Context: an optimization exercise on an open-source flow, tuned for small area, a short achievable clock period and few clock cycles. The choices shown serve that exercise and are no tape-out recipe.
Where RTL was checked, it was by simulation tests only, not by an equivalence proof against the original.
For runs 3 to 7, only the layout was checked, not whether the RTL still works.
Power figures rest on the tool's default switching activity, not on a simulated workload.

`design/flow/constraint.sdc`:
```
create_clock -name core_clock -period 5.0 [get_ports {clk}]
set_input_delay 1.0000 -clock core_clock [delete_from_list [all_inputs] [get_ports {clk}]]
set_output_delay 1.0000 -clock core_clock [all_outputs]
set_load 0.01 [all_outputs]
```
`design/flow/design.v`:
```
module boo_encoder (
  input  wire       clk,
  input  wire       rst,         
  input  wire       in_valid,
  output wire       in_ready,
  input  wire [7:0] in_data,
  input  wire       in_eof,
  input  wire       in_err,
  output wire       out_valid,
  input  wire       out_ready,
  output wire [7:0] out_data,
  input  wire       out_err,
  output wire [2:0] seq,
  output wire [1:0] err
);
  localparam [2:0] PH_HDR  = 3'b000,    
                   PH_HLF  = 3'b001,    
                   PH_DAT  = 3'b010,    
                   PH_TRL  = 3'b011,    
                   PH_DONE = 3'b110,
                   PH_ABR  = 3'b100,    
                   PH_ABW  = 3'b101;    
  localparam [7:0] CH_CR = 8'h0D, CH_LF = 8'h0A;
  reg  [2:0] ph;
  reg        p_lf, p_c3, p_z;   
  reg        ov;
  reg  [7:0] od;
  reg        g1, g2;            
  reg  [6:0] acc;               
  reg        n0, n1, n78;       
  reg  [5:0] col;               
  reg        w4, w2;            
  reg  [1:0] fill;              
  reg        hold_v, hold_e, hold_z;
  reg  [7:0] hold_b;
  reg        ir_v, ir_e, ir_z;
  reg  [7:0] ir_b;
  assign out_valid = ov;
  assign out_data  = od;
  assign seq = {ph[2] & ~ph[1], ph[2] & ph[1], ph[1]};
  assign err = {ph[2] & ~ph[1] & ph[0], ph[2] & ~ph[1] & ~ph[0]};
  assign in_ready = ~(hold_v & ir_v);
  wire slot     = ~ov | out_ready;
  wire out_fire = ov & out_ready;
  wire in_fire  = in_valid & in_ready;
  wire rd_fail  = in_fire & in_err;
  wire wr_fail  = out_fire & out_err;
  wire       src_v = hold_v | ir_v;
  wire [7:0] sb    = hold_v ? hold_b : ir_b;
  wire       kE    = hold_v ? hold_e : ir_e;
  wire       kZ    = hold_v ? hold_z : ir_z;     
  wire       kN    = ~kE & ~kZ;
  wire hdr = (ph == PH_HDR);
  wire g0  = ~g1 & ~g2;
  wire pnd = p_lf | p_c3 | p_z;
  wire nb  = ~n0 & ~n1;                          
  wire f0  = (fill == 2'd0);
  wire b0  = ~hdr & g0;
  wire sil = kZ & b0 & (p_c3 | n0 | (nb & ~n78));
  wire s_lit  = ~hdr & ~g0;                                 
  wire s_run  = kZ & b0 & n1 & ~w2;                         
  wire s_cut  = kZ & b0 & n78;                              
  wire s_c0   = kN & b0 & n0 & ~w4;                         
  wire s_zl   = ~kZ & b0 & n1 & ~w4;                        
  wire s_tn   = ~kZ & b0 & nb;                              
  wire s_pad  = kE & b0 & n0 & ~f0 & ~w2;                   
  wire s_trl  = kE & b0 & n0 & f0;                          
  wire s_wrap = b0 & ((kZ & n1 & w2) | (kN & (n0 | n1) & w4) |
                      (kE & ((n1 & w4) | (n0 & ~f0 & w2))));
  wire s_hb   = hdr & ~kE;
  wire s_he   = hdr & kE;
  wire do_pend = pnd & slot;
  wire do_sil  = src_v & sil & (~p_c3 | slot);
  wire do_step = src_v & ~sil & ~pnd & slot;
  wire fin_step = (s_lit & ~kE) | s_run | s_cut | s_c0 | s_trl | s_hb | s_he;
  wire done     = do_sil | (do_step & fin_step);
  wire [6:0] v = ({7{p_c3}}               & {1'b0, acc[5:0]}) |
                 ({7{~pnd & s_lit & g1}}  & {1'b0, acc[1:0], sb[7:4]}) |
                 ({7{~pnd & s_lit & g2}}  & {1'b0, acc[3:0], sb[7:6]}) |
                 ({7{~pnd & s_c0}}        & {1'b0, sb[7:2]}) |
                 ({7{~pnd & s_tn}}        & acc) |
                 ({7{~pnd & (s_run | s_cut | s_pad)}} & 7'd78);
  wire [7:0] tv = {1'b0, v[6:4] + 3'd3, v[3:0]};
  wire       c_cr = ~pnd & (s_he | s_wrap | s_trl);
  wire [7:0] ch = p_lf         ? CH_LF :
                  c_cr         ? CH_CR :
                  (~pnd & s_hb) ? sb : tv;
  wire op_load = do_step & (s_lit | s_c0);
  wire op_inc  = (do_sil & ~p_c3) | (do_step & s_run);
  wire op_set1 = (do_sil & p_c3) | (do_step & s_cut);
  wire op_set0 = (do_pend & p_c3) | (do_step & (s_zl | s_tn));
  wire col_clr  = do_step & s_wrap;
  wire col_inc1 = do_step & (s_run | s_pad);
  wire col_inc2 = do_step & (s_c0 | s_zl);
  reg  [2:0] ph_n;
  always @* begin
    ph_n = ph;
    if (do_step & s_trl) ph_n = PH_TRL;
    if (do_step & s_he)  ph_n = PH_HLF;
    if (out_fire && !pnd) begin
      if (ph == PH_HLF && ph_n == PH_HLF) ph_n = PH_DAT;
      if (ph == PH_TRL) ph_n = PH_DONE;
    end
  end
  always @(posedge clk) begin
    if (rst) begin
      ph <= PH_HDR;
      ov <= 1'b0;
    end else if (wr_fail) begin
      ph <= PH_ABW;
      ov <= 1'b0;
    end else if (rd_fail) begin
      ph <= PH_ABR;
      ov <= 1'b0;
    end else if (ph[2]) begin
      ov <= 1'b0;                       
    end else begin
      ph <= ph_n;
      if (ph_n == PH_DONE) ov <= 1'b0;
      else if (slot) ov <= do_pend | do_step;
    end
  end
  always @(posedge clk) begin
    if (rst) begin
      p_lf   <= 1'b0;
      p_c3   <= 1'b0;
      p_z    <= 1'b0;
      g1     <= 1'b0;
      g2     <= 1'b0;
      acc    <= 7'd0;
      n0     <= 1'b1;
      n1     <= 1'b0;
      n78    <= 1'b0;
      col    <= 6'd0;
      w4     <= 1'b0;
      w2     <= 1'b0;
      fill   <= 2'd0;
      hold_v <= 1'b0;
      ir_v   <= 1'b0;
    end else begin
      if (do_pend) begin
        p_lf <= 1'b0;
        p_c3 <= 1'b0;
        p_z  <= 1'b0;
      end
      if (do_step) begin
        if (s_lit & g2) p_c3 <= 1'b1;
        if (s_wrap | s_trl | s_he) p_lf <= 1'b1;
        if (s_pad) p_z <= 1'b1;
        if (s_lit) begin
          g1 <= g0;                     
          g2 <= g1;
        end
        if (s_c0 | s_zl) g1 <= 1'b1;
        if (s_lit & kE) fill <= g1 ? 2'd2 : (f0 ? 2'd1 : fill);
        if (s_pad) fill <= fill - 2'd1;
      end
      if (op_load) begin
        acc <= {1'b0, sb[5:0]};
      end else if (op_inc) begin
        acc <= acc + 7'd1;
        n0  <= 1'b0;
        n1  <= n0;
        n78 <= (acc == 7'd77);
      end else if (op_set1) begin
        acc <= 7'd1;
        n0  <= 1'b0;
        n1  <= 1'b1;
        n78 <= 1'b0;
      end else if (op_set0) begin
        acc <= 7'd0;
        n0  <= 1'b1;
        n1  <= 1'b0;
        n78 <= 1'b0;
      end
      if (col_clr) begin
        col <= 6'd0;
        w4  <= 1'b0;
        w2  <= 1'b0;
      end else if (col_inc1) begin
        col <= col + 6'd1;
        w4  <= (col >= 6'd34);
        w2  <= w4;
      end else if (col_inc2) begin
        col <= col + 6'd2;
        w4  <= (col >= 6'd33);
        w2  <= (col >= 6'd34);
      end
      if (hold_v) begin
        if (done) hold_v <= 1'b0;
      end else if (ir_v && !done) begin
        hold_v <= 1'b1;
      end
      ir_v <= (in_fire & ~in_err) | (ir_v & hold_v);
    end
  end
  always @(posedge clk) begin
    if (slot) od <= ch;
    if (!hold_v) begin
      hold_b <= ir_b;
      hold_e <= ir_e;
      hold_z <= ir_z;
    end
    if (in_ready) begin
      ir_b <= in_eof ? 8'h00 : in_data;
      ir_e <= in_eof;
      ir_z <= ~in_eof & (in_data == 8'h00);
    end
  end
endmodule
```
`design/flow/config.mk`:
```
export PLATFORM = sky130hd
export DESIGN_NAME = boo_encoder
export DESIGN_NICKNAME = boo_encoder
export VERILOG_FILES = /design/flow/design.v
export SDC_FILE = /design/flow/constraint.sdc
export NUM_CORES = 4
export LEC_CHECK = 0
export CAP_MARGIN = 20
export CORE_MARGIN = 2
export CORE_UTILIZATION = 40
export SETUP_SLACK_MARGIN = 3.0
export SLEW_MARGIN = 20
```
`design/flow/run.sh`:
```
#!/bin/bash
# synth_recipe.tcl (not shown) runs the flow's synth.tcl, then flattens the netlist and writes it again
# the make line also repeats each setting of config.mk as NAME=value (left out here)
make -C /OpenROAD-flow-scripts/flow DESIGN_CONFIG=/design/flow/config.mk WORK_HOME=/design/flow/orfs CLKGATE_MAP_FILE= SYNTH_SCRIPT=/design/flow/synth_recipe.tcl finish
```
==> results of run 1 <==
## registers in the layout, indices dropped and copies added, names as in the netlist, 2 cells and up
| name | flops |
|---|---|
| acc | 7 |
| col | 6 |
| fill | 2 |
| hold_b | 8 |
| ir_b | 8 |
| od | 8 |
| ph | 3 |
## Yosys cell counts, types with 9 or more instances
cell / number / area share
dfxtp_1: 41 / 0.25
nor2_1: 41 / 0.047
nand2_1: 21 / 0.024
a21oi_1: 19 / 0.029
edfxtp_1: 18 / 0.17
inv_1: 17 / 0.020
o21ai_0: 14 / 0.022
nor2b_1: 13 / 0.025
clkbuf_1: 11 / 0.013
ha_1: 9 / 0.035
## power by group
part	internal [uW]	switching (uW)
Sequential	523	16.9
Combinational	118	127
Clock	238	191
Total	879	335
## stage by stage
| step | cell area (sq um) | total power, uW |
|---|---|---|
| 2_1_floorplan | 3350 | 649 |
| 3_3_place_gp | 3670 | 711 |
| 3_5_place_dp | 3670 | 711 |
| 4_1_cts | 4450 | 1170 |
| 5_1_grt | 4860 | 1260 |
| 6_report | 4860 | 1210 |
## worst reg2reg max path, delay by kind of cell, from the launching register on
kind / cells / cell delay, ps
simple gates: 4 / 1270
flops: 1 / 430
compound gates: 2 / 450
buf+inv: 1 / 150
## cells by family (layout without fill, tap and decap cells)
group / after synthesis / count (layout)
AOI/OAI and AO/OA: 95 / 96
xor gates and xnor gates: 6 / 6
adders and majority gates: 9 / 9
buffers and inverters: 33 / 118
DFF: 59 / 59
muxes: 13 / 13
and+or+nand+nor: 138 / 138
## path summary, 6_finish.rpt
kind / slack [ps] / cells past startpoint / end / from
max reg2reg: 2590 / 7 / acc[4]$_SDFFE_PP0P_ / p_c3$_SDFF_PP0_
min reg2reg: 470 / 2 / fill[1]$_SDFFE_PP0P_ / fill[1]$_SDFFE_PP0P_
min: 470 / 2 / fill[1]$_SDFFE_PP0P_ / fill[1]$_SDFFE_PP0P_
max: 2570 / 8 / acc[4]$_SDFFE_PP0P_ / out_ready
## final cells by class
class	instances	share of cell area
Multi-Input combinational cell	262	0.470
Clock inverter	5	0.0111
Inverter	18	0.0167
Timing Repair Buffer	85	0.163
Clock buffer	10	0.0283
Sequential cell	59	0.284
Tap cell	102	0.0263
## timing repair
action | 4_1_cts | 5_1_grt
setup buffers | 37 | 18
gates cloned | 1 | 0
hold endpoints to repair | 0 | 0
gates resized for setup | 115 | 68
setup endpoints to repair | 61 | 50
pin swaps | 33 | 25
## layer usage
layer  track usage  vias to the layer above  part of all wire
met5             0                        -                 0
met4        0.0543                        0             0.024
met3        0.0554                       30             0.063
met2         0.362                      118              0.49
met1         0.299                     1557              0.42
li1              -                     1513                 -
==> results.txt, run 1 <==
status finished clean; CP dominant cell by count buf_6; type of origin of the critical path primary input; async set-reset flop share out of synthesis 0; pwr dens 250 mW/mm^2; Hold Path Class flop to flop; Crit path required time 5220 ps; final core occ 0.623; Final period util 0.487; crit-path max cell delay 400 ps; WS Path Type primary input to flop; pin count of the biggest net entering global routing 23; cell area after synthesis 0.00325 sq mm; Worst Clk Skew 12.6 ps; cell count after placement 470; max cap viols 0; Min Hold Slack 472 ps; Crit. End Element flop; core area 0.00781 sq mm; Post-CTS Hold Fix Bufs 0; Finish-stage setup viols 0; Fmax 411 MHz; Critical-path top delay cell or3_4; Synth Warn # 1; Sink Count 59; TNS Setup 0 ps; Synth Net Count 377; largest family of logic cells by synthesized area simple AND/OR/NAND/NOR gates; Post-Synth Adder-Cell Area 0.0347; number of I/O pins 30; Chip Width 94.1 microns; Tmin final 2430 ps; full die area 0.00886 sq mm; Register Area 0.00138 sq mm; first-pass GRT wire length 15,200 microns; Worst Tran Pin Value 493 ps; complex-gate fraction of the synthesized area 0.216; Post-synth EDFFs 18; Layout area overhead 49.7%; PortBufs 29; maximum vdd ir drop 0.108 mV; area of the multi-input gates 0.00228 sq mm; Max H-tree Level 3; CTS buffer count 9; die height 94.1 microns; gpl congestion 0.900; total number of vias 3,218; Site Rows 32; Pleak 0.00180 uW; Synth Area in Simple Gates 0.227; Setup WS post-layout 2570 ps; Layout Nets 459; # diodes 0; routed wire length 10,100 microns; Clk Latency, worst-skew pair 350 ps; Mean Syn Cell Area 9.20 sq um; Primary FF master, synth dfxtp_1; delay-heaviest family, CP simple AND/OR/NAND/NOR gates; commonest cells after routing, fill and taps aside nor2_1 (36), buf_4 (35), dfxtp_1 (30); GRT Residual Overflow 0; share of cells above drive strength 1 0.417; vias per cell 5.95; number of global-route vias before repair 2,867; clock-pin slew on the worst setup and hold paths 70 ps; CP bufs+invs 2; Root Buffer clkbuf_8; initial antenna violation count 0; initial detailed-routing violation count 249; Critical Path, Cell by Cell buf_6 > and2b_2 > or3_4 > buf_6 > nor3_4 > a221oi_4 > a222oi_1 > nor2_1; Initial Utilization 0.416; Filler Cells Inserted 641; final hold violations 0; Worst Path Arrival 2660 ps; Post-Synth XOR/XNOR Area 0.0162; Max clock buf depth 2; mux share of post-synthesis cell area 0.0431; Crit Path Max Fanout 6; DRT Pass-1 Iters 8; FF+latch count, synth 59; DP Wirelength 5830 microns; Total GRT Usage 0.223; Yosys cell types 63; dpl ws 1460 ps; DR WL/cell 18.7 microns; Mapped Cells 353; Slew Limit Fails 0; # DRC 0; RSZ-0062 raised after global routing true; clock tree from TritonCTS done; Final ANT Viol Nets 0; Non-Filler Instances 541; most common cell after layout, fill and taps aside nor2_1; Slew headroom 0.670; register area share after synthesis 0.419
Testbench counts, summed over its fixed seeds: cycles 37,727.
==> run 2, diff against run 1 <==
--- a/design/flow/config.mk
+++ b/design/flow/config.mk
@@ -8,5 +8,5 @@
 export CAP_MARGIN = 20
 export CORE_MARGIN = 2
 export CORE_UTILIZATION = 40
-export SETUP_SLACK_MARGIN = 3.0
+export SETUP_SLACK_MARGIN = 2.5
 export SLEW_MARGIN = 20
==> run 2 against run 1 <==
- wire length shrank 13%
- flip-flop and latch count is the same
- synthesized cell count is the same
- final cell count shrank 6.8%
- sequential share of layout area grew 4.7 points
- clock power grew 13%
- utilization shrank 9.1 points
- worst setup slack gained 3.9 ps
- total power shrank 0.74%
- area after synthesis is the same
- non-clock buffer count shrank 37
- via count shrank 7.1%
- critical endpoint is now col[5]$_SDFFE_PP0P_
==> results.txt, run 2 <==
Finish-stage setup viols 0 (unchanged); Root Buffer clkbuf_8; Synth top cells by count dfxtp_1 (41), nor2_1 (41), nand2_1 (21); async set-reset flop share out of synthesis 0 (unchanged); Max H-tree Level 3 (unchanged); Power Internal 899 uW (+2.3%); Max clock buf depth 2 (unchanged); DR WL/cell 17.5 microns (-6.4%); Initial Utilization 0.416 (unchanged); PortBufs 29 (unchanged); Worst Path Arrival 2700 ps (+40 ps); share of cells above drive strength 1 0.209 (-0.208); Crit path required time 5270 ps (+50 ps); Layout Nets 421 (-8.3%); Mean Syn Cell Area 9.20 sq um (unchanged); switching pwr 305 uW (-8.7%); DP Wirelength 6020 microns (+3.1%); full die area 0.00886 sq mm (unchanged); CP Capture Point col[5]$_SDFFE_PP0P_; status finished clean; Synth area leaders dfxtp_1 (25%), edfxtp_1 (17%), nor2_1 (4.7%), ha_1 (3.5%), a21oi_1 (2.9%); WS Path Type primary input to flop; max cap viols 0 (unchanged); GRT Residual Overflow 0 (unchanged); DRT Pass-1 Iters 5 (-3); FF+latch count, synth 59 (unchanged); Crit. Startpoint out_ready; Site Rows 32 (unchanged); Comb pwr share 0.149 (-0.053); clock-pin slew on the worst setup and hold paths 70 ps (about the same); Worst Tran Pin Value 578 ps (+85.1 ps); Worst R2R Start hold_v$_SDFF_PP0_; maximum vdd ir drop 0.116 mV (+8.0%); Total GRT Usage 0.211 (-0.0122); largest registers hold_b x8, ir_b x8, od x8; TNS Setup 0 ps (unchanged); die height 94.1 microns (unchanged); pwr dens 290 mW/mm^2 (+16%); area share of the largest cell type after synthesis 0.253 (unchanged); Post-CTS Hold Fix Bufs 0 (unchanged); sequential power share 0.447 (+0.002); total number of vias 2,990 (-7.1%); FF-to-FF path depth 8 (+1); Post-synth EDFFs 18 (unchanged); Yosys top cell by area dfxtp_1; # DRC 0 (unchanged); gpl congestion 0.933 (+3.6%); Final period util 0.486 (-0.000782); part of the power in the clock network 0.403 (+0.050); area of the multi-input gates 0.00192 sq mm (-16%); Crit. End Element flop; Synth Warn # 1 (unchanged); Register Area 0.00138 sq mm (-0.45%); Switching Fraction 0.254 (-0.0221); number of I/O pins 30 (unchanged); Chip Width 94.1 microns (unchanged); pin count of the biggest net entering global routing 23 (unchanged); Final ANT Viol Nets 0 (unchanged); routed wire length 8840 microns (-13%); commonest cells after routing, fill and taps aside nor2_1 (41), dfxtp_1 (35), clkdlybuf4s50_1 (24); Reg2Reg Capture Point od[3]$_SDFFCE_PP1N_; clock tree from TritonCTS done; Pleak 0.00154 uW (-14%); Filler Cells Inserted 740 (+15%); Slew headroom 0.615 (-0.0555); power consumption 1200 uW (-0.74%); Synth Net Count 377 (unchanged); final core occ 0.532 (-0.0907); Tmin final 2430 ps (-3.91 ps); core area 0.00781 sq mm (unchanged); Yosys cell types 63 (unchanged); type of origin of the critical path primary input; Crit Path Max Fanout 6 (unchanged); Hold Path Class flop to flop; Layout area overhead 27.9%; cell area after synthesis 0.00325 sq mm (unchanged); vias per cell 5.93 (-0.26%); first-pass GRT wire length 14,300 microns (-6.0%); Primary FF master, synth dfxtp_1; worst reg2reg setup slack 2600 ps (about the same); CTS buffer count 9 (unchanged); Mapped Cells 353 (unchanged); Slew Limit Fails 0 (unchanged); RSZ-0062 raised after global routing true; # diodes 0 (unchanged); Fmax 411 MHz (+0.16%); most common cell after layout, fill and taps aside nor2_1; Worst Clk Skew 10.3 ps (-2.32 ps); initial detailed-routing violation count 214 (-14%); Min Hold Slack 463 ps (-8.47 ps); initial antenna violation count 0 (unchanged); final hold violations 0 (unchanged); Clk Latency, worst-skew pair 350 ps (about the same); Sink Count 59 (unchanged); register area share after synthesis 0.419 (unchanged); number of global-route vias before repair 2,822 (-1.6%)
[run 2: layer usage]
| metal | GRT usage | share of wire | wire, microns |
|---|---|---|---|
| met1 | 0.284 | 0.46 | 4040 |
| met2 | 0.329 | 0.46 | 4050 |
| met3 | 0.0482 | 0.062 | 545 |
| met4 | 0.0833 | 0.023 | 201 |
| met5 | 0 | 0 | 0 |
[run 2: worst max-delay path, stage by stage]
cell and delay [ps]:
buf_6 80, and2b_2 210, or3_4 400, buf_4 180, nor4_4 210, a32oi_2 170
or3_4 350, a21oi_2 110
[run 2: through the flow]
step           worst slack (ps)  cells  instance area (sq um)
2_1_floorplan              2330    353                   3280
3_3_place_gp               1460    470                   3630
3_5_place_dp               1430    470                   3630
4_1_cts                    2500    500                   4070
5_1_grt                    2470    504                   4150
6_report                   2570    504                   4150
[run 2: worst min path at each step]
| stage | to | slack [ps] | start | cells after the start |
|---|---|---|---|---|
| 2_1_floorplan | fill[1]$_SDFFE_PP0P_ | 430 | fill[1]$_SDFFE_PP0P_ | 2 |
| 3_3_place_gp | fill[1]$_SDFFE_PP0P_ | 440 | fill[1]$_SDFFE_PP0P_ | 2 |
| 3_5_place_dp | fill[1]$_SDFFE_PP0P_ | 460 | fill[1]$_SDFFE_PP0P_ | 2 |
| 4_1_cts | fill[1]$_SDFFE_PP0P_ | 470 | fill[1]$_SDFFE_PP0P_ | 2 |
| 5_1_grt | fill[1]$_SDFFE_PP0P_ | 500 | fill[1]$_SDFFE_PP0P_ | 2 |
| 6_report | fill[1]$_SDFFE_PP0P_ | 460 | fill[1]$_SDFFE_PP0P_ | 2 |
[run 2: power groups by stage]
stage	combinational [uW]	clock, uW	sequential (uW)
2_1_floorplan	90.6	0	551
3_3_place_gp	157	0	550
3_5_place_dp	157	0	551
4_1_cts	174	495	539
5_1_grt	195	519	542
6_report	180	486	539
[run 2: logic make-up after synthesis]
| kind of cell | synth area share |
|---|---|
| simple gates | 0.227 |
| fa+ha+maj | 0.0347 |
| mux | 0.0431 |
| flops | 0.419 |
| xor+xnor | 0.0162 |
| compound gates | 0.216 |
| buf+inv | 0.0443 |
[run 2: timing repair]
action	4_1_cts	5_1_grt
pin swaps	11	8
buffers inserted	14	4
gates resized for setup	30	16
setup endpoints to repair	38	16
[run 2: area by class of cell]
| class | count | area share |
|---|---|---|
| tap | 102 | 0.0307 |
| multi-input combinational | 261 | 0.462 |
| inverter | 18 | 0.0175 |
| sequential | 59 | 0.331 |
| clock inverter | 5 | 0.0187 |
| timing repair buffer | 48 | 0.106 |
| clock buffer | 11 | 0.0340 |
==> run 3, diff against run 2 <==
--- a/design/flow/design.v
+++ b/design/flow/design.v
@@ -31,24 +31,24 @@
   reg  [5:0] col;               
   reg        w4, w2;            
   reg  [1:0] fill;              
-  reg        hold_v, hold_e, hold_z;
-  reg  [7:0] hold_b;
+  reg        hd_v, hd_e, hd_z;
+  reg  [7:0] hd_b;
   reg        ir_v, ir_e, ir_z;
   reg  [7:0] ir_b;
   assign out_valid = ov;
   assign out_data  = od;
   assign seq = {ph[2] & ~ph[1], ph[2] & ph[1], ph[1]};
   assign err = {ph[2] & ~ph[1] & ph[0], ph[2] & ~ph[1] & ~ph[0]};
-  assign in_ready = ~(hold_v & ir_v);
+  assign in_ready = ~ir_v;
   wire slot     = ~ov | out_ready;
   wire out_fire = ov & out_ready;
   wire in_fire  = in_valid & in_ready;
   wire rd_fail  = in_fire & in_err;
   wire wr_fail  = out_fire & out_err;
-  wire       src_v = hold_v | ir_v;
-  wire [7:0] sb    = hold_v ? hold_b : ir_b;
-  wire       kE    = hold_v ? hold_e : ir_e;
-  wire       kZ    = hold_v ? hold_z : ir_z;     
+  wire       src_v = hd_v;
+  wire [7:0] sb    = hd_b;
+  wire       kE    = hd_e;
+  wire       kZ    = hd_z;                       
   wire       kN    = ~kE & ~kZ;
   wire hdr = (ph == PH_HDR);
   wire g0  = ~g1 & ~g2;
@@ -74,13 +74,19 @@
   wire do_step = src_v & ~sil & ~pnd & slot;
   wire fin_step = (s_lit & ~kE) | s_run | s_cut | s_c0 | s_trl | s_hb | s_he;
   wire done     = do_sil | (do_step & fin_step);
-  wire [6:0] v = ({7{p_c3}}               & {1'b0, acc[5:0]}) |
-                 ({7{~pnd & s_lit & g1}}  & {1'b0, acc[1:0], sb[7:4]}) |
-                 ({7{~pnd & s_lit & g2}}  & {1'b0, acc[3:0], sb[7:6]}) |
-                 ({7{~pnd & s_c0}}        & {1'b0, sb[7:2]}) |
-                 ({7{~pnd & s_tn}}        & acc) |
-                 ({7{~pnd & (s_run | s_cut | s_pad)}} & 7'd78);
-  wire [7:0] tv = {1'b0, v[6:4] + 3'd3, v[3:0]};
+  wire take     = ~hd_v | done;            
+  wire [7:0] in_b = in_eof ? 8'h00 : in_data;
+  wire       in_z = ~in_eof & (in_data == 8'h00);
+  function [7:0] T(input [6:0] v);        
+    T = {1'b0, v[6:4] + 3'd3, v[3:0]};
+  endfunction
+  wire [7:0] tv = ({8{p_c3}}               & T({1'b0, acc[5:0]})) |
+                  ({8{~pnd & s_lit & g1}}  & T({1'b0, acc[1:0], sb[7:4]})) |
+                  ({8{~pnd & s_lit & g2}}  & T({1'b0, acc[3:0], sb[7:6]})) |
+                  ({8{~pnd & s_c0}}        & T({1'b0, sb[7:2]})) |
+                  ({8{~pnd & s_tn}}        & T(acc)) |
+                  ({8{~pnd & (s_run | s_cut | s_pad)}} & 8'h7E) |
+                  ({8{p_z | (~pnd & s_zl)}} & 8'h30);
   wire       c_cr = ~pnd & (s_he | s_wrap | s_trl);
   wire [7:0] ch = p_lf         ? CH_LF :
                   c_cr         ? CH_CR :
@@ -135,7 +141,7 @@
       w4     <= 1'b0;
       w2     <= 1'b0;
       fill   <= 2'd0;
-      hold_v <= 1'b0;
+      hd_v   <= 1'b0;
       ir_v   <= 1'b0;
     end else begin
       if (do_pend) begin
@@ -186,25 +192,21 @@
         w4  <= (col >= 6'd33);
         w2  <= (col >= 6'd34);
       end
-      if (hold_v) begin
-        if (done) hold_v <= 1'b0;
-      end else if (ir_v && !done) begin
-        hold_v <= 1'b1;
-      end
-      ir_v <= (in_fire & ~in_err) | (ir_v & hold_v);
+      if (take) hd_v <= ir_v | (in_fire & ~in_err);
+      ir_v <= (ir_v & ~take) | (in_fire & ~in_err & ~(take & ~ir_v));
     end
   end
   always @(posedge clk) begin
     if (slot) od <= ch;
-    if (!hold_v) begin
-      hold_b <= ir_b;
-      hold_e <= ir_e;
-      hold_z <= ir_z;
+    if (take) begin
+      hd_b <= ir_v ? ir_b : in_b;
+      hd_e <= ir_v ? ir_e : in_eof;
+      hd_z <= ir_v ? ir_z : in_z;
     end
     if (in_ready) begin
-      ir_b <= in_eof ? 8'h00 : in_data;
+      ir_b <= in_b;
       ir_e <= in_eof;
-      ir_z <= ~in_eof & (in_data == 8'h00);
+      ir_z <= in_z;
     end
   end
 endmodule
==> run 3 against run 2 <==
- still clean on timing, DRC and antenna
- maximum frequency rose by 0.22%
- first-iteration DRC count rose by 50%
- clock-buffer cell count decreased by 2
- sequential power increased by 3%
- area after synthesis grew 6.7%
- critical endpoint is now seq[1]
- largest cell class unchanged
==> results.txt, run 3 <==
status finished clean; total number of vias 3,083 (+3.1%); vias per cell 5.93 (about the same); Yosys cell types 76 (+21%); number of I/O pins 30 (unchanged); Finish-stage setup viols 0 (unchanged); Mapped Cells 378 (+7.1%); Layout area overhead 19.1%; PortBufs 29 (unchanged); DP Area 0.00382 sq mm (+5.3%); Synth top cells by count dfxtp_1 (41), nor2_1 (34), nand2_1 (29); DP Wirelength 6090 microns (+1.3%); final hold violations 0 (unchanged); core area 0.00830 sq mm (+6.3%); Primary FF master, synth dfxtp_1; number of global-route vias before repair 2,880 (+2.1%); Post-synth EDFFs 18 (unchanged); Tmin final 2430 ps (-5.27 ps); Worst Tran Pin Value 950 ps (+373 ps); RSZ-0062 raised after global routing false; register area share after synthesis 0.393 (-0.0265); clock-pin slew on the worst setup and hold paths 70 ps (about the same); Sink Count 59 (unchanged); WS Path Type flop to primary output; largest registers hd_b x8, ir_b x8, od x8; Synth Warn # 1 (unchanged); DRT Pass-1 Iters 5 (unchanged); cell area after synthesis 0.00347 sq mm (+6.7%); # diodes 0 (unchanged); Crit. End Element primary output; max cap viols 0 (unchanged); Synth Net Count 408 (+8.2%); count leader, synth dfxtp_1; Site Rows 33 (+3.1%); Mean Syn Cell Area 9.17 sq um (-0.32%); pin count of the biggest net entering global routing 27 (+17%); type of origin of the critical path flop; Layout Nets 440 (+4.5%); DR WL/cell 16.8 microns (-4.3%); Yosys top cell by area dfxtp_1; Initial Utilization 0.418 (+0.00173); FF+latch count, synth 59 (unchanged); pwr dens 294 mW/mm^2 (+1.4%); Hold Path Class flop to flop; commonest cells after routing, fill and taps aside dfxtp_1 (38), nor2_1 (34), nand2_1 (29); Chip Width 97.1 microns (+3.2%); Filler Cells Inserted 779 (+5.3%); most common cell after layout, fill and taps aside dfxtp_1; Worst Path Arrival 1430 ps (-1270 ps); initial detailed-routing violation count 321 (+50%); gpl congestion 0.829 (-11%); Slew Limit Fails 0 (unchanged); clock tree from TritonCTS done; Slew headroom 0.364 (-0.250); full die area 0.00943 sq mm (+6.5%); Min Hold Slack 477 ps (+13.8 ps); first-pass GRT wire length 14,500 microns (+1.4%); area share of the largest cell type after synthesis 0.237 (-0.0160); Finished Cell Area 0.00413 sq mm (-0.54%); Post-CTS Hold Fix Bufs 0 (unchanged); Final ANT Viol Nets 0 (unchanged); Total GRT Usage 0.188 (-0.0235); Root Buffer clkbuf_8; Worst Clk Skew 14.0 ps (+3.73 ps); Register Area 0.00137 sq mm (-0.64%); area of the multi-input gates 0.00195 sq mm (+1.8%); TNS Setup 0 ps (unchanged); Pleak 0.00149 uW (-3.2%); Max clock buf depth 2 (unchanged); Fmax 412 MHz (+0.22%); GRT Residual Overflow 0 (unchanged); CTS buffer count 9 (unchanged); maximum vdd ir drop 0.196 mV (+68%); Synth area leaders dfxtp_1 (24%), edfxtp_1 (16%), ha_1 (5.4%), a21oi_1 (3.8%), nor2_1 (3.7%); Final period util 0.485 (-0.00105); # DRC 0 (unchanged); die height 97.1 microns (+3.2%); routed wire length 8730 microns (-1.2%); initial antenna violation count 0 (unchanged); Max H-tree Level 3 (unchanged); Crit path required time 4000 ps (-1270 ps); Clk Latency, worst-skew pair 350 ps (about the same); Crit Path Max Fanout 9 (+3); async set-reset flop share out of synthesis 0 (unchanged); share of cells above drive strength 1 0.133 (-0.0764)
run 3: cell types whose count changed after synthesis, sizes merged, moves of 5 or more:
cell   delta
a21oi     +7
ha        +6
nand2     +8
nor2b     -9
nand4     -5
o21ai     +5
mux2i     -5
mux2      -7
a22o      +5
inv       +6
run 3: path summary, 6_finish.rpt:
kind	start	to	slack, ps	cells past startpoint
worst max-delay path	ph[1]$_SDFFE_PP0N_	seq[1]	2570	2
worst max register to register	g1$_SDFFE_PP0P_	od[4]$_SDFFCE_PP0N_	2620	6
worst min-delay path	ir_e$_DFF_P_	ir_e$_DFF_P_	480	1
worst min register to register	ir_e$_DFF_P_	ir_e$_DFF_P_	480	1
run 3: metal layers:
metal / GRT usage / vias up / share of wire
met1: 0.269 / 1450 / 0.49
li1: - / 1486 / -
met4: 0.0791 / 0 / 0.019
met2: 0.277 / 127 / 0.44
met3: 0.0360 / 20 / 0.053
met5: 0 / - / 0
run 3: timing repair:
item	in CTS	in global routing
pin swaps	3	3
endpoints found under the setup margin	32	31
gates resized for setup	9	5
buffers inserted	7	1
cloned	1	0
run 3: per-stage QoR:
stage	setup slack (ps)	instances	power (uW)	util
after global placement	1500	495	750	0.460
after detailed placement	1460	495	751	0.460
after global routing	2510	520	1260	0.498
after CTS	2490	519	1220	0.493
after floorplan	2370	378	679	-
final	2570	520	1210	0.498
run 3: cell type report:
type | instances | area share
multi-input cells | 278 | 0.473
well taps | 105 | 0.0318
flip-flops and latches | 59 | 0.331
inverters | 23 | 0.0221
repair buffers | 39 | 0.0921
clock buffers | 9 | 0.0300
clock inverters | 7 | 0.0203
run 3: worst max-delay path, stage by stage, from the launching register on:
cell and delay, ps:
dfxtp_2 410, and2_1 140, clkdlybuf4s50_1 530
run 3: where the power goes:
part | internal (uW) | total, uW | switching, uW
sequential | 530 | 557 | 27.6
clock | 239 | 463 | 224
combinational | 90.4 | 194 | 104
run 3: logic make-up (layout without fill, tap and decap cells):
| family | count (synthesis) | after routing | share of synthesized area |
|---|---|---|---|
| DFF | 59 | 59 | 0.393 |
| buffers and inverters | 41 | 78 | 0.0520 |
| muxes | 1 | 1 | 0.00325 |
| adders and majority gates | 15 | 15 | 0.0541 |
| and+or+nand+nor | 133 | 133 | 0.207 |
| xor gates and xnor gates | 6 | 6 | 0.0152 |
| AOI/OAI and AO/OA | 123 | 123 | 0.276 |
==> run 4, diff against run 3 <==
--- a/design/flow/config.mk
+++ b/design/flow/config.mk
@@ -8,5 +8,5 @@
 export CAP_MARGIN = 20
 export CORE_MARGIN = 2
 export CORE_UTILIZATION = 40
-export SETUP_SLACK_MARGIN = 2.5
+export SETUP_SLACK_MARGIN = 3.2
 export SLEW_MARGIN = 20
==> run 4 against run 3 <==
- critical path type is now flop to flop
- final area grew 18%
- combinational power grew 36%
- still clean on timing, DRC and antenna
- critical path depth grew 4
- largest cell class unchanged
- non-clock buffer count grew 52
- worst setup slack gained 230 ps
- sequential share of layout area shrank 4.5 points
- global-route usage grew 2.5 points
- critical endpoint is now od[4]$_SDFFCE_PP0N_
- sequential power shrank 0.9%
- total power grew 3.9%
==> results.txt, run 4 <==
RSZ-0062 raised after global routing true; Setup WS post-layout 2810 ps (+232 ps); Clk Latency, worst-skew pair 350 ps (about the same); Primary FF master, synth dfxtp_1; first-pass GRT wire length 16,200 microns (+12%); clock-pin slew on the worst setup and hold paths 80 ps (about the same); Layout Nets 493 (+12%); area share of the largest cell type after synthesis 0.237 (unchanged); gpl congestion 0.870 (+5.0%); async set-reset flop share out of synthesis 0 (unchanged); most common cell after layout, fill and taps aside buf_4; routed wire length 10,500 microns (+20%); Finish-stage setup viols 0 (unchanged); Filler Cells Inserted 709 (-9.0%); full die area 0.00943 sq mm (unchanged); Pleak 0.00185 uW (+24%); Worst R2R Start ph[1]$_SDFFE_PP0N_; Layout area overhead 40.5%; pwr dens 259 mW/mm^2 (-12%); count leader, synth dfxtp_1; Worst Path Arrival 2300 ps (+870 ps); vias per cell 6.15 (+3.7%); Post-synth EDFFs 18 (unchanged); Worst Clk Skew 11.4 ps (-2.58 ps); Sink Count 59 (unchanged); Slew Limit Fails 0 (unchanged); area of the multi-input gates 0.00227 sq mm (+16%); Total GRT Usage 0.213 (+0.0255); Synth Net Count 408 (unchanged); final hold violations 0 (unchanged); Mean Syn Cell Area 9.17 sq um (unchanged); WS Path Type flop to flop; status finished clean; FF-to-FF path depth 6 (unchanged); Hold EP fill[0]$_SDFFE_PP0P_; Post-CTS Hold Fix Bufs 0 (unchanged); Max H-tree Level 3 (unchanged); GRT Residual Overflow 0 (unchanged); total number of vias 3,523 (+14%); DRT Pass-1 Iters 5 (unchanged); Yosys cell types 76 (unchanged); Final period util 0.439 (-0.0465); Register Area 0.00139 sq mm (+1.7%); Root Buffer clkbuf_8; pin count of the biggest net entering global routing 27 (unchanged); core area 0.00830 sq mm (unchanged); cell area after synthesis 0.00347 sq mm (unchanged); FF+latch count, synth 59 (unchanged); DP Wirelength 6190 microns (+1.6%); initial antenna violation count 0 (unchanged); number of I/O pins 30 (unchanged); Worst Tran Pin Value 518 ps (-433 ps); PortBufs 29 (unchanged); # diodes 0 (unchanged); Synth top cells by count dfxtp_1 (41), nor2_1 (34), nand2_1 (29); Final ANT Viol Nets 0 (unchanged); Hold Path Class flop to flop; worst reg2reg setup slack 2810 ps (+190 ps); Synth Warn # 1 (unchanged); Crit. End Element flop; Fmax 456 MHz (+11%); Initial Utilization 0.418 (unchanged); min-delay src fill[0]$_SDFFE_PP0P_; Max clock buf depth 2 (unchanged); Yosys top cell by area dfxtp_1; initial detailed-routing violation count 470 (+46%); number of global-route vias before repair 3,250 (+13%); largest registers hd_b x8, ir_b x8, od x8; clock tree from TritonCTS done; TNS Setup 0 ps (unchanged); share of cells above drive strength 1 0.393 (+0.261); maximum vdd ir drop 0.155 mV (-21%); type of origin of the critical path flop; Slew headroom 0.653 (+0.289); dpl ws 1480 ps (+21.5 ps); Crit path required time 5110 ps (+1110 ps); Mapped Cells 378 (unchanged); CTS buffer count 9 (unchanged); register area share after synthesis 0.393 (unchanged); die height 97.1 microns (unchanged); Site Rows 33 (unchanged); Crit. Startpoint ph[1]$_SDFFE_PP0N_; Reg2Reg Capture Point od[4]$_SDFFCE_PP0N_; max cap viols 0 (unchanged); commonest cells after routing, fill and taps aside buf_4 (44), nor2_1 (29), dfxtp_1 (29); # DRC 0 (unchanged); Synth area leaders dfxtp_1 (24%), edfxtp_1 (16%), ha_1 (5.4%), a21oi_1 (3.8%), nor2_1 (3.7%); Worst Hold Path Cells 2 (+1); Chip Width 97.1 microns (unchanged); Tmin final 2190 ps (-232 ps); Crit Path Max Fanout 5 (-4); DR WL/cell 18.3 microns (+9.3%)
[run 4: cell counts after synthesis]
Identical to the previous run, type by type.
[run 4: logic make-up after synthesis]
| logic type | Yosys count | share of synthesized area |
|---|---|---|
| AND/OR/NAND/NOR | 133 | 0.207 |
| AO/OA/AOI/OAI | 123 | 0.276 |
| flip-flops | 59 | 0.393 |
| adder cells (fa/ha/maj) | 15 | 0.0541 |
| buffers and inverters | 41 | 0.0520 |
| XOR/XNOR | 6 | 0.0152 |
| multiplexers | 1 | 0.00325 |
[run 4: layout make-up]
| class | count | area share |
|---|---|---|
| Clock buffer | 10 | 0.0306 |
| Tap cell | 105 | 0.0270 |
| Inverter | 23 | 0.0188 |
| Multi-Input combinational cell | 279 | 0.465 |
| Sequential cell | 59 | 0.286 |
| Timing Repair Buffer | 91 | 0.162 |
| Clock inverter | 6 | 0.0108 |
[run 4: what timing repair did]
action,CTS,global route
setup endpoints to repair,69,64
pin swaps,41,22
setup buffers,54,6
resized for setup,137,33
gates cloned,2,0
[run 4: how the worst max path moves through the flow]
stage,end,slack [ps],cells after the start
after floorplan,hd_b[0]$_DFFE_PP_,2370,5
after CTS,od[4]$_SDFFCE_PP0N_,2830,6
after global routing,od[1]$_SDFFCE_PP1N_,2750,6
final,od[4]$_SDFFCE_PP0N_,2810,6
after global placement,hd_b[2]$_DFFE_PP_,1510,6
after detailed placement,hd_b[3]$_DFFE_PP_,1480,6
[run 4: power by group]
part	internal (uW)	total (uW)	switching, uW
combinational	127	264	137
sequential	528	552	24.7
clock	218	446	228
[run 4: per-layer routing]
layer	track usage	routed length, microns
met4	0.0921	357
met3	0.0453	881
met2	0.325	4730
met5	0	0
met1	0.292	4540
[run 4: worst max-delay path: stages (launching register included)]
cell and delay (ps):
dfxtp_4 360, buf_12 130, or3_4 410, and3_4 190, o31a_1 320, a311o_1 330
o221a_1 220
[run 4: metrics by stage]
| stage | hold WS (ps) | power (uW) | utilization | area (sq um) | instances |
|---|---|---|---|---|---|
| floorplan | 427 | 684 | - | 3550 | 378 |
| global placement | 455 | 753 | 0.466 | 3870 | 495 |
| detailed placement | 469 | 753 | 0.466 | 3870 | 495 |
| CTS | 471 | 1250 | 0.566 | 4690 | 567 |
| global route | 505 | 1310 | 0.587 | 4870 | 573 |
| finish | 473 | 1260 | 0.587 | 4870 | 573 |
==> run 5, diff against run 4 <==
--- a/design/flow/config.mk
+++ b/design/flow/config.mk
@@ -8,5 +8,5 @@
 export CAP_MARGIN = 20
 export CORE_MARGIN = 2
 export CORE_UTILIZATION = 40
-export SETUP_SLACK_MARGIN = 3.2
+export SETUP_SLACK_MARGIN = 2.8
 export SLEW_MARGIN = 20
==> run 5 against run 4 <==
- worst hold slack improved by 8.1 ps
- synthesized cell count did not move
- sequential power barely moved
- highest routed layer unchanged
==> results.txt, run 5 <==
status finished clean; Crit path required time 5100 ps (about the same); Post-Synth XOR/XNOR Area 0.0152 (unchanged); pwr dens 298 mW/mm^2 (+15%); WS Path Type flop to flop; CTS buffer count 9 (unchanged); final hold violations 0 (unchanged); FF+latch count, synth 59 (unchanged); cell count after placement 495 (unchanged); TNS Setup 0 ps (unchanged); vias per cell 5.87 (-4.6%); Worst Hold Path Cells 2 (unchanged); Tmin final 2190 ps (-1.00 ps); Site Rows 33 (unchanged); total number of vias 3,151 (-11%); Non-Filler Instances 537 (-6.3%); Synth Warn # 1 (unchanged); initial detailed-routing violation count 296 (-37%); part of the power in the clock network 0.413 (+0.060); Pleak 0.00163 uW (-11%); Worst Path Arrival 2300 ps (about the same); area share of the largest cell type after synthesis 0.237 (unchanged); Chip Width 97.1 microns (unchanged); largest family of logic cells by synthesized area compound AO/OA/AOI/OAI gates; count leader, synth dfxtp_1; clock-pin slew on the worst setup and hold paths 70 ps (about the same); number of I/O pins 30 (unchanged); DP Area 0.00382 sq mm (-1.3%); register area share after synthesis 0.393 (unchanged); die height 97.1 microns (unchanged); Post-Synth Adder-Cell Area 0.0541 (unchanged); number of global-route vias before repair 2,959 (-9.0%); Synth Area in Simple Gates 0.207 (unchanged); PortBufs 29 (unchanged); max cap viols 0 (unchanged); Power Internal 960 uW (+10%); Switching Fraction 0.264 (-0.0454); cell area after synthesis 0.00347 sq mm (unchanged); Yosys top cell by area dfxtp_1; Initial Utilization 0.418 (unchanged); Sink Count 59 (unchanged); Synth top cells by count dfxtp_1 (41), nor2_1 (34), nand2_1 (29); Synth area leaders dfxtp_1 (24%), edfxtp_1 (16%), ha_1 (5.4%), a21oi_1 (3.8%), nor2_1 (3.7%); Max clock buf depth 2 (unchanged); Finished Cell Area 0.00437 sq mm (-10%); Primary FF master, synth dfxtp_1; Crit. End Element flop; Fmax 456 MHz (about the same); switching pwr 344 uW (-12%); # DRC 0 (unchanged); core area 0.00830 sq mm (unchanged); Mapped Cells 378 (unchanged); commonest cells after routing, fill and taps aside nor2_1 (32), dfxtp_1 (30), nand2_1 (29); Synth Net Count 408 (unchanged); complex-gate fraction of the synthesized area 0.276 (unchanged); Clk Latency, worst-skew pair 350 ps (about the same); Yosys cell types 76 (unchanged); largest registers hd_b x8, ir_b x8, od x8; Worst Tran Pin Value 953 ps (+436 ps); final core occ 0.526 (-0.0603); share of cells above drive strength 1 0.225 (-0.169); power consumption 1300 uW (+3.3%); DRT Pass-1 Iters 4 (-1); Final ANT Viol Nets 0 (unchanged); Slew headroom 0.364 (-0.289); Comb pwr share 0.163 (-0.046); mux share of post-synthesis cell area 0.00325 (unchanged); full die area 0.00943 sq mm (unchanged); RSZ-0062 raised after global routing true; Final period util 0.438 (about the same); Root Buffer clkbuf_8; Filler Cells Inserted 751 (+5.9%); Worst Clk Skew 12.2 ps (+0.736 ps); async set-reset flop share out of synthesis 0 (unchanged); sequential power share 0.424 (-0.014); initial antenna violation count 0 (unchanged); Mean Syn Cell Area 9.17 sq um (unchanged); pin count of the biggest net entering global routing 27 (unchanged); gpl congestion 0.831 (-4.5%); Max H-tree Level 3 (unchanged); maximum vdd ir drop 0.149 mV (-4.0%); GRT Residual Overflow 0 (unchanged); type of origin of the critical path flop; most common cell after layout, fill and taps aside nor2_1; # diodes 0 (unchanged); Finish-stage setup viols 0 (unchanged); Crit Path Max Fanout 6 (+1); Post-CTS Hold Fix Bufs 0 (unchanged); Post-synth EDFFs 18 (unchanged); FF-to-FF path depth 6 (unchanged); routed wire length 9060 microns (-14%); Layout area overhead 26.0%; Total GRT Usage 0.189 (-0.0239); Layout Nets 457 (-7.3%); DR WL/cell 16.9 microns (-8.0%); clock tree from TritonCTS done; Hold Path Class flop to flop; Slew Limit Fails 0 (unchanged); first-pass GRT wire length 14,600 microns (-10%); DP Wirelength 6200 microns (+0.10%)
==> run 5: cell families after synthesis <==
family,count (synthesis)
compound gates,123
xor+xnor,6
fa+ha+maj,15
buf+inv,41
flops,59
mux,1
simple gates,133
==> run 5: final cells by class <==
type | count | area, sq um | share of cell area
Clock buffer | 9 | 124 | 0.0284
Clock inverter | 7 | 124 | 0.0284
Timing Repair Buffer | 56 | 480 | 0.110
Inverter | 23 | 91.3 | 0.0209
Tap cell | 105 | 131 | 0.0301
Sequential cell | 59 | 1380 | 0.316
Multi-Input combinational cell | 278 | 2040 | 0.466
==> run 5: timing repair <==
action,in CTS,in global routing
endpoints found under the setup margin,58,36
cloned,1,0
pin swaps,9,17
buffers inserted,19,6
resized for setup,37,29
==> run 5: power by group through the flow <==
stage               logic (uW)  clock network (uW)  registers (uW)
CTS                        196                 546             551
global placement           183                   0             567
finish                     212                 539             553
global route               227                 573             556
floorplan                  116                   0             562
detailed placement         184                   0             567
==> run 5: per-stage QoR <==
stage / hold slack [ps] / setup slack [ps]
floorplan: 427 / 2370
global placement: 454 / 1520
detailed placement: 461 / 1440
CTS: 471 / 2800
global route: 510 / 2760
finish: 481 / 2810
==> run 5: worst paths after layout <==
path | startpoint | end | slack, ps
worst max-delay path | ph[2]$_SDFF_PP0_ | od[5]$_SDFFCE_PP0N_ | 2810
worst min-delay path | fill[0]$_SDFFE_PP0P_ | fill[0]$_SDFFE_PP0P_ | 480
worst max register to register | ph[2]$_SDFF_PP0_ | od[5]$_SDFFCE_PP0N_ | 2810
worst min register to register | fill[0]$_SDFFE_PP0P_ | fill[0]$_SDFFE_PP0P_ | 480
==> run 5: critical path, stage by stage (launching register included) <==
cell     delay, ps
dfxtp_4        360
buf_6          120
or3_4          370
and3_4         190
o31a_1         290
a311o_1        390
o221a_1        230
==> run 5: metal layers <==
layer / up-vias / track usage / wire length, microns
met2: 114 / 0.284 / 4120
met5: - / 0 / 0
li1: 1519 / - / -
met3: 19 / 0.0338 / 440
met4: 0 / 0.0823 / 187
met1: 1499 / 0.268 / 4310
==> run 6, diff against run 5 <==
--- a/design/flow/design.v
+++ b/design/flow/design.v
@@ -77,20 +77,16 @@
   wire take     = ~hd_v | done;            
   wire [7:0] in_b = in_eof ? 8'h00 : in_data;
   wire       in_z = ~in_eof & (in_data == 8'h00);
-  function [7:0] T(input [6:0] v);        
-    T = {1'b0, v[6:4] + 3'd3, v[3:0]};
-  endfunction
-  wire [7:0] tv = ({8{p_c3}}               & T({1'b0, acc[5:0]})) |
-                  ({8{~pnd & s_lit & g1}}  & T({1'b0, acc[1:0], sb[7:4]})) |
-                  ({8{~pnd & s_lit & g2}}  & T({1'b0, acc[3:0], sb[7:6]})) |
-                  ({8{~pnd & s_c0}}        & T({1'b0, sb[7:2]})) |
-                  ({8{~pnd & s_tn}}        & T(acc)) |
-                  ({8{~pnd & (s_run | s_cut | s_pad)}} & 8'h7E) |
-                  ({8{p_z | (~pnd & s_zl)}} & 8'h30);
   wire       c_cr = ~pnd & (s_he | s_wrap | s_trl);
-  wire [7:0] ch = p_lf         ? CH_LF :
-                  c_cr         ? CH_CR :
-                  (~pnd & s_hb) ? sb : tv;
+  wire [6:0] v = ({7{p_lf}}              & 7'd90) |
+                 ({7{c_cr}}              & 7'd93) |
+                 ({7{p_c3}}              & {1'b0, acc[5:0]}) |
+                 ({7{~pnd & s_lit & g1}} & {1'b0, acc[1:0], sb[7:4]}) |
+                 ({7{~pnd & s_lit & g2}} & {1'b0, acc[3:0], sb[7:6]}) |
+                 ({7{~pnd & s_c0}}       & {1'b0, sb[7:2]}) |
+                 ({7{~pnd & s_tn}}       & acc) |
+                 ({7{~pnd & (s_run | s_cut | s_pad)}} & 7'd78);
+  wire [7:0] ch = (~pnd & s_hb) ? sb : {1'b0, v[6:4] + 3'd3, v[3:0]};
   wire op_load = do_step & (s_lit | s_c0);
   wire op_inc  = (do_sil & ~p_c3) | (do_step & s_run);
   wire op_set1 = (do_sil & p_c3) | (do_step & s_cut);
==> run 6 against run 5 <==
- still clean on timing, DRC and antenna
- register-to-register slack about the same
- global-route usage increased by 2.5 points
- utilization increased by 3.3 points
- final area increased by 3.6%
- maximum frequency decreased by 0.62%
- combinational power decreased by 31%
- clock power decreased by 14%
- area after synthesis decreased by 5.3%
- largest cell class unchanged
- largest power group unchanged
==> results.txt, run 6 <==
part of the power in the clock network 0.407 (-0.006); pin count of the biggest net entering global routing 24 (-11%); Setup WS post-layout 2790 ps (-13.7 ps); Worst Clk Skew 8.83 ps (-3.33 ps); WS Path Type flop to flop; die height 94.6 microns (-2.6%); Post-synth EDFFs 18 (unchanged); total number of vias 3,181 (+0.95%); Crit. End Element flop; number of global-route vias before repair 3,011 (+1.8%); vias per cell 5.83 (-0.71%); final hold violations 0 (unchanged); number of I/O pins 30 (unchanged); Yosys cell types 73 (-3.9%); Final ANT Viol Nets 0 (unchanged); core area 0.00809 sq mm (-2.5%); Final period util 0.441 (+0.00274); largest registers hd_b x8, ir_b x8, od x8; Synth area leaders dfxtp_1 (25%), edfxtp_1 (16%), nor2_1 (4.3%), ha_1 (3.4%), nand2_1 (3.0%); Mapped Cells 358 (-5.3%); Mean Syn Cell Area 9.17 sq um (about the same); Synth top cells by count dfxtp_1 (41), nor2_1 (38), nand2_1 (26); Total GRT Usage 0.214 (+0.0246); Synth Warn # 1 (unchanged); full die area 0.00895 sq mm (-5.1%); most common cell after layout, fill and taps aside buf_4; Worst Path Arrival 2300 ps (about the same); share of cells above drive strength 1 0.317 (+0.0929); # diodes 0 (unchanged); Yosys top cell by area dfxtp_1; crit-path max cell delay 510 ps (+120 ps); Comb pwr share 0.129 (-0.034); Power Internal 841 uW (-12%); Finish-stage setup viols 0 (unchanged); Switching Fraction 0.261 (-0.00277); clock-pin slew on the worst setup and hold paths 70 ps (about the same); RSZ-0062 raised after global routing true; max cap viols 0 (unchanged); Crit path required time 5090 ps (about the same); Worst Tran Pin Value 548 ps (-406 ps); cell area after synthesis 0.00328 sq mm (-5.3%); DP Wirelength 5930 microns (-4.3%); Slew headroom 0.631 (+0.267); register area share after synthesis 0.414 (+0.0218); GR peak layer met2; Pleak 0.00181 uW (+11%); # DRC 0 (unchanged); status finished clean; Fmax 453 MHz (-0.62%); Crit Path Max Fanout 6 (unchanged); initial detailed-routing violation count 281 (-5.1%); routed wire length 9220 microns (+1.7%); GRT Residual Overflow 0 (unchanged); DRT Pass-1 Iters 5 (+1); met3 usage 0.0471 (+0.0133); clock tree from TritonCTS done; count leader, synth dfxtp_1; first-pass GRT wire length 14,700 microns (+0.71%); maximum vdd ir drop 0.205 mV (+38%); pwr dens 251 mW/mm^2 (-16%); DR WL/cell 16.9 microns (about the same); TNS Setup 0 ps (unchanged); gpl congestion 0.901 (+8.3%); Synth Net Count 382 (-6.4%); area share of the largest cell type after synthesis 0.250 (+0.0132); Critical-path top delay cell edfxtp_1; met2 Resource Use GR 0.345 (+0.0615); Max clock buf depth 2 (unchanged); Max H-tree Level 3 (unchanged); grt met1 use 0.272 (+0.00482); Layout area overhead 37.8%; Primary FF master, synth dfxtp_1; Critical Path, Cell by Cell buf_4 > nor2b_1 > nor2_2 > o2bb2ai_4 > a21o_1 > a221oi_2 > ha_2 > xor2_2 > a21oi_2; initial antenna violation count 0 (unchanged); async set-reset flop share out of synthesis 0 (unchanged); Slew Limit Fails 0 (unchanged); FF+latch count, synth 59 (unchanged); dpl ws 1710 ps (+274 ps); type of origin of the critical path flop; sequential power share 0.464 (+0.040); CTS buffer count 9 (unchanged); CP bufs+invs 1 (unchanged); Tmin final 2210 ps (+13.7 ps); Sink Count 59 (unchanged); Chip Width 94.6 microns (-2.6%); Initial Utilization 0.406 (-0.0119); Site Rows 33 (unchanged); PortBufs 29 (unchanged); Clk Latency, worst-skew pair 350 ps (about the same); Root Buffer clkbuf_8; switching pwr 297 uW (-14%); Layout Nets 460 (+0.66%); delay-heaviest family, CP compound AO/OA/AOI/OAI gates; power consumption 1140 uW (-13%); Hold Path Class flop to flop; commonest cells after routing, fill and taps aside buf_4 (56), nor2_1 (34), dfxtp_1 (31)
run 6: repair_timing:
item | CTS | global route
pin swaps | 14 | 17
setup endpoints to repair | 54 | 40
resized for setup | 64 | 28
buffers inserted | 30 | 26
hold buffers | 0 | 0
run 6: power groups by stage:
stage	sequential [uW]	clock (uW)	combinational, uW
final	528	463	146
after detailed placement	541	0	113
after floorplan	540	0	60.4
after CTS	529	468	127
after global routing	530	488	157
after global placement	542	0	114
run 6: cells by family (layout without fill, tap and decap cells):
logic type / Yosys count / count (layout) / synth area share
buf+inv: 33 / 116 / 0.0453
flops: 59 / 59 / 0.414
xor+xnor: 7 / 7 / 0.0187
compound gates: 107 / 107 / 0.234
simple gates: 137 / 137 / 0.234
fa+ha+maj: 9 / 9 / 0.0343
mux: 6 / 6 / 0.0190
run 6: layout make-up:
cell class | instances | area [sq um]
timing repair buffer | 87 | 731
inverter | 13 | 57.6
clock buffer | 11 | 151
clock inverter | 5 | 61.3
sequential | 59 | 1390
tap | 105 | 131
fill | 754 | 3570
multi-input combinational | 266 | 2010
run 6: final timing paths:
check	startpoint	cells past startpoint	slack, ps	to
setup reg to reg	hd_e$_DFFE_PP_	9	2790	od[6]$_DFFE_PN_
hold / removal	ir_z$_DFF_P_	1	480	ir_z$_DFF_P_
setup / recovery	hd_e$_DFFE_PP_	9	2790	od[6]$_DFFE_PN_
hold reg to reg	ir_z$_DFF_P_	1	480	ir_z$_DFF_P_
run 6: stage by stage:
step / cell area [sq um] / hold WS, ps / std cells / util
4_1_cts: 4250 / 482 / 520 / 0.525
3_3_place_gp: 3650 / 459 / 474 / 0.451
2_1_floorplan: 3320 / 431 / 358 / -
6_report: 4520 / 483 / 546 / 0.559
5_1_grt: 4520 / 507 / 546 / 0.559
3_5_place_dp: 3650 / 464 / 474 / 0.451
run 6: routing by layer:
layer / vias to the layer above / part of all wire
met4: 0 / 0.026
met3: 21 / 0.051
met1: 1537 / 0.45
li1: 1507 / -
met2: 116 / 0.47
met5: - / 0
run 6: worst reg2reg max path, cell delays in order (launching register included):
cell and delay (ps):
edfxtp_1 510, buf_4 190, nor2b_1 60, nor2_2 140
o2bb2ai_4 110, a21o_1 220, a221oi_2 240, ha_2 250
xor2_2 140, a21oi_2 70
==> run 7, diff against run 6 <==
--- a/design/flow/config.mk
+++ b/design/flow/config.mk
@@ -8,5 +8,5 @@
 export CAP_MARGIN = 20
 export CORE_MARGIN = 2
 export CORE_UTILIZATION = 40
-export SETUP_SLACK_MARGIN = 2.8
+export SETUP_SLACK_MARGIN = 2.6
 export SLEW_MARGIN = 20
==> run 7 against run 6 <==
- flip-flop and latch count unchanged
- area after synthesis did not move
- sequential power hardly changed
- highest routed layer unchanged
==> results.txt, run 7 <==
Worst Hold Path Cells 2 (+1); maximum vdd ir drop 0.127 mV (-38%); Crit path required time 4000 ps (-1090 ps); largest family of logic cells by synthesized area compound AO/OA/AOI/OAI gates; dpl ws 1790 ps (+79.2 ps); cell area after synthesis 0.00328 sq mm (unchanged); Post-synth EDFFs 18 (unchanged); Final ANT Viol Nets 0 (unchanged); area share of the largest cell type after synthesis 0.250 (unchanged); Tmin final 2320 ps (+111 ps); RSZ-0062 raised after global routing false; async set-reset flop share out of synthesis 0 (unchanged); Critical Path, Cell by Cell clkdlybuf4s50_1; Crit. Startpoint ph[1]$_SDFFE_PP0N_; Post-Synth XOR/XNOR Area 0.0187 (unchanged); Synth top cells by count dfxtp_1 (41), nor2_1 (38), nand2_1 (26); initial antenna violation count 0 (unchanged); Slew headroom 0.652 (+0.0212); commonest cells after routing, fill and taps aside nor2_1 (37), dfxtp_1 (35), nand2_1 (26); power consumption 1060 uW (-6.7%); Crit. End Element primary output; pin count of the biggest net entering global routing 24 (unchanged); status finished clean; Crit Path Max Fanout 7 (+1); routed wire length 8200 microns (-11%); TNS Setup 0 ps (unchanged); share of cells above drive strength 1 0.203 (-0.115); DRT Pass-1 Iters 6 (+1); Slew Limit Fails 0 (unchanged); final hold violations 0 (unchanged); GRT Residual Overflow 0 (unchanged); CTS buffer count 9 (unchanged); Chip Width 94.6 microns (unchanged); DR WL/cell 16.2 microns (-3.9%); FF-to-FF path depth 8 (-1); delay-heaviest family, CP buffers and inverters; pwr dens 262 mW/mm^2 (+4.2%); Synth area leaders dfxtp_1 (25%), edfxtp_1 (16%), nor2_1 (4.3%), ha_1 (3.4%), nand2_1 (3.0%); clock tree from TritonCTS done; number of I/O pins 30 (unchanged); first-pass GRT wire length 13,800 microns (-6.4%); Critical-path top delay cell clkdlybuf4s50_1; Site Rows 33 (unchanged); Worst Tran Pin Value 522 ps (-25.9 ps); worst reg2reg setup slack 2730 ps (-60 ps); Synth Net Count 382 (unchanged); largest registers hd_b x8, ir_b x8, od x8; die height 94.6 microns (unchanged); count leader, synth dfxtp_1; total number of vias 2,938 (-7.6%); crit-path max cell delay 560 ps (+50 ps); Mapped Cells 358 (unchanged); Primary FF master, synth dfxtp_1; full die area 0.00895 sq mm (unchanged); final core occ 0.500 (-0.0586); Initial Utilization 0.406 (unchanged); Mean Syn Cell Area 9.17 sq um (unchanged); vias per cell 5.82 (-0.14%); initial detailed-routing violation count 164 (-42%); Layout area overhead 23.3%; Worst R2R Start p_c3$_SDFF_PP0_; core area 0.00809 sq mm (unchanged); number of global-route vias before repair 2,837 (-5.8%); Root Buffer clkbuf_8; DP Wirelength 5790 microns (-2.3%); CP Depth 1 (-8); Post-Synth Adder-Cell Area 0.0343 (unchanged); WS Path Type flop to primary output; most common cell after layout, fill and taps aside nor2_1; FF+latch count, synth 59 (unchanged); Yosys cell types 73 (unchanged); Setup WS post-layout 2680 ps (-111 ps); Finish-stage setup viols 0 (unchanged); Final period util 0.463 (+0.0223); type of origin of the critical path flop; Synth Warn # 1 (unchanged); Hold Path Class flop to flop; Post-CTS Hold Fix Bufs 0 (unchanged); Worst Path Arrival 1320 ps (-980 ps); complex-gate fraction of the synthesized area 0.234 (unchanged); min-delay src fill[1]$_SDFFE_PP0P_; clock-pin slew on the worst setup and hold paths 70 ps (about the same); Worst Clk Skew 11.0 ps (+2.20 ps); Pleak 0.00153 uW (-16%); Total GRT Usage 0.198 (-0.0157); Synth Area in Simple Gates 0.234 (unchanged); gpl congestion 0.891 (-1.1%); Fmax 432 MHz (-4.8%); PortBufs 29 (unchanged); Sink Count 59 (unchanged); max cap viols 0 (unchanged); Max H-tree Level 3 (unchanged); CP bufs+invs 1 (unchanged); Yosys top cell by area dfxtp_1; Layout Nets 419 (-8.9%); register area share after synthesis 0.414 (unchanged); Max clock buf depth 2 (unchanged); mux share of post-synthesis cell area 0.0190 (unchanged); # diodes 0 (unchanged); Clk Latency, worst-skew pair 360 ps (about the same); # DRC 0 (unchanged)
run 7: cell types whose count changed in the layout (fill, tap and decap cells not counted), sizes merged:
cell           delta
clkinvlp          -2
dlygate4sd2       -7
inv               +5
buf              -44
dlymetal6s2s      -1
bufinv            -1
clkdlybuf4s50     +9
run 7: power by group:
group	internal (uW)	leakage (uW)	switching (uW)	total, uW
logic	60.5	0.000899	64.2	125
clock network	188	0.0000925	218	406
registers	514	0.000539	16.5	531
run 7: through the flow:
step,cells,area [sq um],hold slack (ps)
2_1_floorplan,358,3290,431
3_3_place_gp,473,3620,462
3_5_place_dp,473,3620,467
4_1_cts,494,3870,480
5_1_grt,505,4050,501
6_report,505,4050,476
run 7: kinds of logic after synthesis:
| logic type | count (synthesis) |
|---|---|
| buffers and inverters | 33 |
| flip-flops | 59 |
| AO/OA/AOI/OAI | 107 |
| multiplexers | 6 |
| AND/OR/NAND/NOR | 137 |
| XOR/XNOR | 7 |
| adder cells (fa/ha/maj) | 9 |
run 7: worst register-to-register path, cell delays in order (launching register included):
cell and delay [ps]:
dfxtp_1 640, nor3_4 130, buf_4 190, a21o_1 190, a21o_1 180, a221oi_2 220
ha_2 240, xor2_1 130, a21oi_1 80
run 7: path summary, 6_finish.rpt:
check,end
min reg2reg,fill[1]$_SDFFE_PP0P_
min,fill[1]$_SDFFE_PP0P_
max reg2reg,od[6]$_DFFE_PN_
max,seq[0]
run 7: layer usage:
metal / global-route usage / part of all wire / routed length [microns] / up-vias
li1: - / - / - / 1426
met1: 0.253 / 0.45 / 3660 / 1403
met2: 0.313 / 0.47 / 3890 / 94
met3: 0.0630 / 0.061 / 496 / 15
met4: 0.0749 / 0.018 / 147 / 0
met5: 0 / 0 / 0 / -
run 7: cell type report:
type	instances	area (sq um)
flip-flops and latches	59	1380
multi-input cells	266	1900
well taps	105	131
repair buffers	46	402
fillers	782	4040
clock inverters	7	58.8
clock buffers	9	124
inverters	13	55.1
run 7: timing repair:
item | in CTS | in global routing
endpoints found under the setup margin | 39 | 36
pin swaps | 1 | 8
resized for setup | 20 | 24
setup buffers | 5 | 11

## re-timing with driven ports
No port has a modelled driver above. Below, the same layouts with a new extraction and two added sets of constraints. Step 1, drivers: a clkbuf_16 drives clk and a buf_2 each remaining input, both assumed. Step 2, shift: input delay + t, output delay - t, t = (earliest + latest rising clock arrival at the registers) / 2. This alone moves slack from input paths to output paths. Slacks: ideal / step 1 / step 2; pairs: ideal / step 1.
| run | shift t [ns] | setup WS [ns] | worst hold slack (ns) |
|---|---|---|---|
| run 1 | 0.372 | 2.565 / 2.555 / 2.182 | 0.472 / 0.472 / 0.472 |
| run 2 | 0.372 | 2.569 / 2.561 / 2.189 | 0.463 / 0.463 / 0.463 |
| run 3 | 0.372 | 2.575 / 2.545 / 2.278 | 0.477 / 0.477 / 0.477 |
| run 4 | 0.373 | 2.807 / 2.785 / 2.568 | 0.473 / 0.473 / 0.473 |
| run 5 | 0.373 | 2.808 / 2.808 / 2.548 | 0.481 / 0.481 / 0.481 |
| run 6 | 0.379 | 2.794 / 2.794 / 2.439 | 0.483 / 0.483 / 0.483 |
| run 7 | 0.383 | 2.683 / 2.650 / 2.377 | 0.476 / 0.476 / 0.476 |
After both steps setup and hold are still met in every run listed. For run 1, which loses most, drivers alone change the setup slack by -0.010 ns; drivers and shift together by -0.383 ns.
